From an optimization exercise on the open Yosys and OpenROAD flow, aimed at small area, a short achievable clock period and few clock cycles; shortcuts taken in it are not production practice.
RTL that was checked went through simulation tests only; none was proved equivalent to the original.

==> inputs of trial 71 <==
==> flow/design.v <==
module sampa_elink_step (
    input  wire [1:0]  st,
    input  wire [5:0]  rem,
    input  wire [9:0]  nw,
    input  wire [49:0] win0,    
    input  wire [49:0] win1,    
    output reg  [1:0]  st_n,
    output reg  [5:0]  rem_n,
    output reg  [9:0]  nw_n,
    output reg         emit,
    output reg         word,    
    output wire        pos      
);
    localparam [49:0] SYNC = 50'h1555540F00113;
    localparam [1:0] S_HUNT   = 2'd0;
    localparam [1:0] S_HEADER = 2'd1;
    localparam [1:0] S_DATA   = 2'd2;
    wire sync0 = (win0 == SYNC);
    wire sync1 = (win1 == SYNC);
    wire end0 = (rem == 6'd1);
    wire end1 = (rem == 6'd2);
    assign pos = end0;
    wire [2:0] pkt    = end0 ? win0[9:7]   : win1[9:7];
    wire [9:0] numw   = end0 ? win0[19:10] : win1[19:10];
    wire       hsync  = end0 ? sync0 : sync1;
    wire       pkt_sy = (pkt == 3'd2);
    wire       pkt_dt = (pkt != 3'd0) && (pkt != 3'd2) && (pkt != 3'd5);
    wire [5:0] rem_d2 = rem - 6'd2;
    reg        next_data;
    always @* begin
        st_n      = st;
        nw_n      = nw;
        emit      = 1'b0;
        word      = 1'b0;
        next_data = 1'b0;
        rem_n     = rem_d2;
        if (st == S_HUNT) begin
            if (rem[5:1] == 5'd0)
                rem_n = 6'd0;
            if ((rem[5:1] == 5'd0) && sync0) begin
                st_n  = S_HEADER;
                rem_n = 6'd49;
            end else if ((rem[5:2] == 4'd0) && (rem[1:0] != 2'd3) && sync1) begin
                st_n  = S_HEADER;
                rem_n = 6'd50;
            end
        end else if (end0 || end1) begin
            if (st == S_HEADER) begin
                emit = pkt_dt || (pkt_sy && !hsync);
                if (pkt_dt && numw != 10'd0) begin
                    st_n      = S_DATA;
                    nw_n      = numw;
                    next_data = 1'b1;
                end
            end else begin
                emit = 1'b1;
                word = 1'b1;
                nw_n = nw - 10'd1;
                if (nw == 10'd1)
                    st_n = S_HEADER;
                else
                    next_data = 1'b1;
            end
            rem_n = next_data ? (end0 ? 6'd9 : 6'd10) : (end0 ? 6'd49 : 6'd50);
        end
    end
endmodule
module sampa_elink (
    input  wire        clk,
    input  wire        rst,
    input  wire        clr,         
    input  wire        take,        
    input  wire        b0,
    input  wire        b1,
    input  wire        pop,         
    output reg         slot_valid,
    output reg         slot_word,   
    output reg         slot_pos,    
    output wire        slot_emit,   
    output reg  [50:0] sr           
);
    reg  [1:0] st;
    reg  [5:0] rem;
    reg  [9:0] nw;
    wire [1:0] st_n;
    wire [5:0] rem_n;
    wire [9:0] nw_n;
    wire       emit_n, word_n, pos_n;
    sampa_elink_step u_step (
        .st(st), .rem(rem), .nw(nw),
        .win0({b0, sr[50:2]}), .win1({b1, b0, sr[50:3]}),
        .st_n(st_n), .rem_n(rem_n), .nw_n(nw_n),
        .emit(emit_n), .word(word_n), .pos(pos_n)
    );
    wire emit = take & emit_n;
    assign slot_emit = emit;
    always @(posedge clk) begin
        if (rst) begin
            st         <= 2'd0;
            rem        <= 6'd50;
            slot_valid <= 1'b0;
        end else begin
            if (take) begin
                sr <= {b1, b0, sr[50:2]};
                nw <= nw_n;
            end
            if (clr) begin
                st  <= 2'd0;
                rem <= 6'd50;
            end else if (take) begin
                st  <= st_n;
                rem <= rem_n;
            end
            if (emit)
                slot_valid <= 1'b1;
            else if (pop)
                slot_valid <= 1'b0;
        end
        if (emit) begin
            slot_word <= word_n;
            slot_pos  <= pos_n;
        end
    end
endmodule
module sampa_decoder (
    input  wire        clk,
    input  wire        rst,
    input  wire        in_valid,
    output wire        in_ready,
    input  wire [31:0] in_word,
    input  wire [15:0] in_mask,
    input  wire        clear,
    output wire        out_valid,
    input  wire        out_ready,
    output wire [3:0]  out_elink,
    output wire [1:0]  out_kind,
    output wire [49:0] out_data
);
    localparam N = 16;
    wire [N-1:0]    slot_valid;
    wire [N-1:0]    slot_word;
    wire [N-1:0]    slot_pos;
    wire [N-1:0]    slot_emit;
    wire [51*N-1:0] slot_sr;
    reg        a_v, b_v;
    reg [55:0] a_sym, b_sym;    
    reg        rdy;             
    wire q_pop  = a_v & out_ready;
    wire q_room = ~b_v | q_pop;
    wire [N-1:0] grant = slot_valid & (~slot_valid + {{(N-1){1'b0}}, 1'b1});
    wire         any   = |slot_valid;
    wire         push  = any & q_room;
    wire [N-1:0] pop   = grant & {N{q_room}};
    assign in_ready  = rdy;
    assign out_valid = a_v;
    assign {out_elink, out_kind, out_data} = a_sym;
    wire accept = in_valid & rdy;
    genvar e;
    generate
        for (e = 0; e < N; e = e + 1) begin : g_elink
            sampa_elink u_elink (
                .clk        (clk),
                .rst        (rst),
                .clr        (clear),
                .take       (accept & ~in_mask[e]),
                .b0         (in_word[2*e+1]),
                .b1         (in_word[2*e]),
                .pop        (pop[e]),
                .slot_valid (slot_valid[e]),
                .slot_word  (slot_word[e]),
                .slot_pos   (slot_pos[e]),
                .slot_emit  (slot_emit[e]),
                .sr         (slot_sr[51*e +: 51])
            );
        end
    endgenerate
    integer k;
    reg [50:0] sel_sr;
    reg        sel_word, sel_pos;
    reg [3:0]  sel_elink;
    reg [49:0] win;
    reg [55:0] sym;
    always @* begin
        sel_sr    = 51'd0;
        sel_word  = 1'b0;
        sel_pos   = 1'b0;
        sel_elink = 4'd0;
        for (k = 0; k < N; k = k + 1) begin
            sel_sr    = sel_sr | (slot_sr[51*k +: 51] & {51{grant[k]}});
            sel_word  = sel_word | (slot_word[k] & grant[k]);
            sel_pos   = sel_pos | (slot_pos[k] & grant[k]);
            sel_elink = sel_elink | (k[3:0] & {4{grant[k]}});
        end
        win = sel_pos ? sel_sr[49:0] : sel_sr[50:1];
        if (sel_word)
            sym = {sel_elink, 2'd1, 40'd0, win[49:40]};
        else
            sym = {sel_elink, (win[9:7] == 3'd2) ? 2'd2 : 2'd0, win};
    end
    wire [N-1:0] slots_n = (slot_valid & ~pop) | slot_emit;
    wire         none_n  = ~|slots_n;
    wire         one_n   = ~|(slots_n & (slots_n - {{(N-1){1'b0}}, 1'b1})) & ~none_n;
    wire         b_v_n   = q_pop ? (b_v & push) : (b_v | (a_v & push));
    always @(posedge clk) begin
        if (rst) begin
            a_v <= 1'b0;
            b_v <= 1'b0;
            rdy <= 1'b1;
        end else begin
            rdy <= none_n | (one_n & ~b_v_n);
            if (q_pop) begin
                a_v <= b_v | push;
                b_v <= b_v & push;
            end else begin
                a_v <= a_v | push;
                b_v <= b_v | (a_v & push);
            end
        end
        if (q_pop | ~a_v)
            a_sym <= b_v ? b_sym : sym;
        if (push & (q_pop ? b_v : a_v))
            b_sym <= sym;
    end
endmodule
==> flow/run.sh <==
#!/bin/bash
# synth_recipe.tcl (not shown) runs the flow's synth.tcl, then flattens the netlist and writes it again
# the make line also repeats each setting of config.mk as NAME=value (left out here)
make -C /OpenROAD-flow-scripts/flow DESIGN_CONFIG=/design/flow/config.mk WORK_HOME=/design/flow/orfs CLKGATE_MAP_FILE= SYNTH_SCRIPT=/design/flow/synth_recipe.tcl finish
==> flow/config.mk <==
export PLATFORM = sky130hd
export DESIGN_NAME = sampa_decoder
export DESIGN_NICKNAME = sampa_decoder
export VERILOG_FILES = /design/flow/design.v
export SDC_FILE = /design/flow/constraint.sdc
export NUM_CORES = 4
export LEC_CHECK = 0
export ABC_CLOCK_PERIOD_IN_PS = 4000
export CAP_MARGIN = 20
export CORE_MARGIN = 2
export CORE_UTILIZATION = 40
export SETUP_SLACK_MARGIN = 5
export SLEW_MARGIN = 20
==> flow/constraint.sdc <==
create_clock -name core_clock -period 10.0 [get_ports {clk}]
set_input_delay 2.0000 -clock core_clock [delete_from_list [all_inputs] [get_ports {clk}]]
set_output_delay 2.0000 -clock core_clock [all_outputs]
set_load 0.01 [all_outputs]
==> trial 32: changes against trial 71 <==
==> flow/design.v, changed modules only <==
module sampa_elink_step (
    input  wire [1:0]  st,
    input  wire [5:0]  rem,
    input  wire        nw_one,   
    input  wire [49:0] win0,     
    input  wire [49:0] win1,     
    output reg  [1:0]  st_n,
    output reg  [5:0]  rem_n,
    output reg         emit,
    output reg         word,     
    output wire        pos       
);
    localparam [49:0] SYNC = 50'h1555540F00113;
    localparam [1:0] S_HUNT   = 2'd0;
    localparam [1:0] S_HEADER = 2'd1;
    localparam [1:0] S_DATA   = 2'd2;
    wire sync0 = (win0 == SYNC);
    wire sync1 = (win1 == SYNC);
    wire end0 = (rem == 6'd1);
    wire end1 = (rem == 6'd2);
    assign pos = end0;
    wire [2:0] pkt    = end0 ? win0[9:7] : win1[9:7];
    wire       nzw    = end0 ? (|win0[19:10]) : (|win1[19:10]);
    wire       hsync  = end0 ? sync0 : sync1;
    wire       pkt_sy = (pkt == 3'd2);
    wire       pkt_dt = (pkt != 3'd0) && (pkt != 3'd2) && (pkt != 3'd5);
    wire [5:0] rem_d2 = rem - 6'd2;
    reg        next_data;
    always @* begin
        st_n      = st;
        emit      = 1'b0;
        word      = 1'b0;
        next_data = 1'b0;
        rem_n     = rem_d2;
        if (st == S_HUNT) begin
            if (rem[5:1] == 5'd0)
                rem_n = 6'd0;
            if ((rem[5:1] == 5'd0) && sync0) begin
                st_n  = S_HEADER;
                rem_n = 6'd49;
            end else if ((rem[5:2] == 4'd0) && (rem[1:0] != 2'd3) && sync1) begin
                st_n  = S_HEADER;
                rem_n = 6'd50;
            end
        end else if (end0 || end1) begin
            if (st == S_HEADER) begin
                emit = pkt_dt || (pkt_sy && !hsync);
                if (pkt_dt && nzw) begin
                    st_n      = S_DATA;
                    next_data = 1'b1;
                end
            end else begin
                emit = 1'b1;
                word = 1'b1;
                if (nw_one)
                    st_n = S_HEADER;
                else
                    next_data = 1'b1;
            end
            rem_n = next_data ? (end0 ? 6'd9 : 6'd10) : (end0 ? 6'd49 : 6'd50);
        end
    end
endmodule
module sampa_elink (
    input  wire        clk,
    input  wire        rst,
    input  wire        clr,         
    input  wire        take,        
    input  wire        b0,
    input  wire        b1,
    input  wire        pop,         
    input  wire [9:0]  nw_in,       
    output reg         slot_valid,
    output reg         slot_word,   
    output reg         slot_pos,    
    output wire        slot_emit,   
    output wire        slot_word_n, 
    output wire        slot_pos_n,  
    output reg  [50:0] sr,          
    output reg  [9:0]  nw           
);
    reg  [1:0] st;
    reg  [5:0] rem;
    wire [1:0] st_n;
    wire [5:0] rem_n;
    wire       emit_n, word_n, pos_n;
    sampa_elink_step u_step (
        .st(st), .rem(rem), .nw_one(nw == 10'd1),
        .win0({b0, sr[50:2]}), .win1({b1, b0, sr[50:3]}),
        .st_n(st_n), .rem_n(rem_n),
        .emit(emit_n), .word(word_n), .pos(pos_n)
    );
    wire emit = take & emit_n;
    assign slot_emit   = emit;
    assign slot_word_n = emit ? word_n : slot_word;
    assign slot_pos_n  = emit ? pos_n : slot_pos;
    always @(posedge clk) begin
        if (rst) begin
            st         <= 2'd0;
            rem        <= 6'd50;
            slot_valid <= 1'b0;
        end else begin
            if (clr) begin
                st  <= 2'd0;
                rem <= 6'd50;
            end else if (take) begin
                st  <= st_n;
                rem <= rem_n;
            end
            if (emit)
                slot_valid <= 1'b1;
            else if (pop)
                slot_valid <= 1'b0;
        end
        if (take)
            sr <= {b1, b0, sr[50:2]};
        if (pop)
            nw <= nw_in;
        slot_word <= slot_word_n;
        slot_pos  <= slot_pos_n;
    end
endmodule
module sampa_decoder (
    input  wire        clk,
    input  wire        rst,
    input  wire        in_valid,
    output wire        in_ready,
    input  wire [31:0] in_word,
    input  wire [15:0] in_mask,
    input  wire        clear,
    output wire        out_valid,
    input  wire        out_ready,
    output wire [3:0]  out_elink,
    output wire [1:0]  out_kind,
    output wire [49:0] out_data
);
    localparam N = 16;
    wire [N-1:0]    slot_valid;
    wire [N-1:0]    slot_word;
    wire [N-1:0]    slot_pos;
    wire [N-1:0]    slot_emit;
    wire [51*N-1:0] slot_sr;
    wire [10*N-1:0] slot_nw;
    wire [9:0]      nw_new;
    reg        a_v, b_v;
    reg [55:0] a_sym, b_sym;    
    reg        rdy;             
    wire q_pop  = a_v & out_ready;
    wire q_room = ~b_v | q_pop;
    reg  [N-1:0] grant;
    reg          g_word, g_pos;
    wire [N-1:0] slot_word_n, slot_pos_n;
    wire         any   = |grant;
    wire         push  = any & q_room;
    wire [N-1:0] pop   = grant & {N{q_room}};
    reg        r_v, r_clr;
    reg [31:0] r_word;
    reg [15:0] r_mask;
    wire accept = r_v & rdy;                 
    wire r_free = ~r_v | rdy;                
    wire eclr   = r_clr & r_free;            
    assign in_ready  = r_free;
    assign out_valid = a_v;
    assign {out_elink, out_kind, out_data} = a_sym;
    always @(posedge clk) begin
        if (rst) begin
            r_v   <= 1'b0;
            r_clr <= 1'b0;
        end else if (r_free) begin
            r_v   <= in_valid;
            r_clr <= clear;
        end else begin
            r_clr <= r_clr | clear;
        end
        if (r_free & in_valid) begin
            r_word <= in_word;
            r_mask <= in_mask;
        end
    end
    genvar e;
    generate
        for (e = 0; e < N; e = e + 1) begin : g_elink
            sampa_elink u_elink (
                .clk        (clk),
                .rst        (rst),
                .clr        (eclr),
                .take       (accept & ~r_mask[e]),
                .b0         (r_word[2*e+1]),
                .b1         (r_word[2*e]),
                .pop        (pop[e]),
                .slot_valid (slot_valid[e]),
                .slot_word  (slot_word[e]),
                .slot_pos   (slot_pos[e]),
                .slot_emit  (slot_emit[e]),
                .slot_word_n(slot_word_n[e]),
                .slot_pos_n (slot_pos_n[e]),
                .nw_in      (nw_new),
                .sr         (slot_sr[51*e +: 51]),
                .nw         (slot_nw[10*e +: 10])
            );
        end
    endgenerate
    integer k;
    reg [50:0] sel_sr;
    reg [3:0]  sel_elink;
    reg [9:0]  sel_nw;
    reg [49:0] win;
    reg [55:0] sym;
    always @* begin
        sel_sr    = 51'd0;
        sel_elink = 4'd0;
        sel_nw    = 10'd0;
        for (k = 0; k < N; k = k + 1) begin
            sel_sr    = sel_sr | (slot_sr[51*k +: 51] & {51{grant[k]}});
            sel_elink = sel_elink | (k[3:0] & {4{grant[k]}});
            sel_nw    = sel_nw | (slot_nw[10*k +: 10] & {10{grant[k]}});
        end
        win = g_pos ? sel_sr[49:0] : sel_sr[50:1];
        if (g_word)
            sym = {sel_elink, 2'd1, 40'd0, win[49:40]};
        else
            sym = {sel_elink, (win[9:7] == 3'd2) ? 2'd2 : 2'd0, win};
    end
    assign nw_new = g_word ? sel_nw - 10'd1 : win[19:10];
    wire [N-1:0] slots_n = (slot_valid & ~pop) | slot_emit;
    wire         none_n  = ~|slots_n;
    wire         one_n   = ~|(slots_n & (slots_n - {{(N-1){1'b0}}, 1'b1})) & ~none_n;
    wire         b_v_n   = q_pop ? (b_v & push) : (b_v | (a_v & push));
    wire [N-1:0] grant_n = slots_n & (~slots_n + {{(N-1){1'b0}}, 1'b1});
    always @(posedge clk) begin
        if (rst) begin
            a_v <= 1'b0;
            b_v <= 1'b0;
            rdy <= 1'b1;
            grant <= {N{1'b0}};
        end else begin
            grant <= grant_n;
            rdy <= none_n | (one_n & ~b_v_n);
            if (q_pop) begin
                a_v <= b_v | push;
                b_v <= b_v & push;
            end else begin
                a_v <= a_v | push;
                b_v <= b_v | (a_v & push);
            end
        end
        g_word <= |(grant_n & slot_word_n);
        g_pos  <= |(grant_n & slot_pos_n);
        if (q_pop | ~a_v)
            a_sym <= b_v ? b_sym : sym;
        if (push & (q_pop ? b_v : a_v))
            b_sym <= sym;
    end
endmodule
==> flow/flow/run.sh (new file) <==
#!/bin/bash
set -euo pipefail
bash standard.sh SETUP_SLACK_MARGIN=6.6 finish > standard_flow.log 2>&1
==> flow/standard.sh (new file) <==
#!/bin/bash
# synth_recipe.tcl (not shown) runs the flow's synth.tcl, then flattens the netlist and writes it again
# the make line also repeats each setting of config.mk as NAME=value (left out here)
make -C /OpenROAD-flow-scripts/flow DESIGN_CONFIG=/design/flow/config.mk WORK_HOME=/design/flow/orfs CLKGATE_MAP_FILE= SYNTH_SCRIPT=/design/flow/synth_recipe.tcl "${@:-finish}"
- ABC_CLOCK_PERIOD_IN_PS: 4000 -> 3500
- SETUP_SLACK_MARGIN: 5 -> unset
removed: flow/run.sh
==> qor summary <==
Sw Share: trial 32 22.5%; trial 71 22.2%
Layout Utilization: trial 32 47.1%; trial 71 45.7%
Final Cell Area: trial 32 68700 sq um; trial 71 69600 sq um
Standard cell area after detailed placement: trial 32 62300 sq um; trial 71 64800 sq um
Result of the run: trial 32 complete, no violations; trial 71 complete, no violations
Clock latency at the later pin of the worst-skew pair: trial 32 0.82 ns; trial 71 0.81 ns
Net count after synthesis: trial 32 4649; trial 71 5500
Syn Area/Cell: trial 32 12.9 sq um; trial 71 11.4 sq um
Met2 usage in global routing: trial 32 44.9%; trial 71 37.2%
Number of standard-cell rows in the floorplan: trial 32 140; trial 71 143
Worst path arrival time: trial 32 4.34 ns; trial 71 5.64 ns
Hold Crit Start: trial 32 g_elink[12].u_elink.sr[28]; trial 71 g_elink[3].u_elink.sr[5]
Multi-input combinational cell area: trial 32 20900 sq um; trial 71 23600 sq um
Max-slew headroom: trial 32 20.6%; trial 71 12.9%
Number of gates resized after CTS: trial 32 422; trial 71 1
R2r setup slk: trial 32 6.35 ns; trial 71 5.02 ns
Testbench counts of trial 32, summed over its fixed seeds: cycles 21,280.
The RTL of trial 71 was laid out without a check of its function.

[afterwards: timing with drivers on the ports]
In the flow no input, the clock included, has a driving cell. The finished layouts below were timed again as built, in two steps.
Step 1, drivers: a clkbuf_16 drives clk and a buf_2 each remaining input, both assumed.
Step 2 times the ports against the registers' clock, not the clock port: input delays grow and output delays shrink by t, the midpoint of the rising clock arrivals with the driver on.
Slacks: no drivers / after step 1 / after step 2; pairs: no drivers / after step 1.
run | shift t [ns] | slack for setup (ns) | worst slew at a driven data input, ns
trial 71 | 0.869 | 5.022 / 5.022 / 4.223 | 0.10
trial 32 | 0.884 | 6.353 / 6.353 / 5.604 | 0.09
After both steps every run listed still meets setup and hold. For trial 71, which loses most, drivers alone change the setup slack by 0.000 ns; drivers and shift together by -0.799 ns.
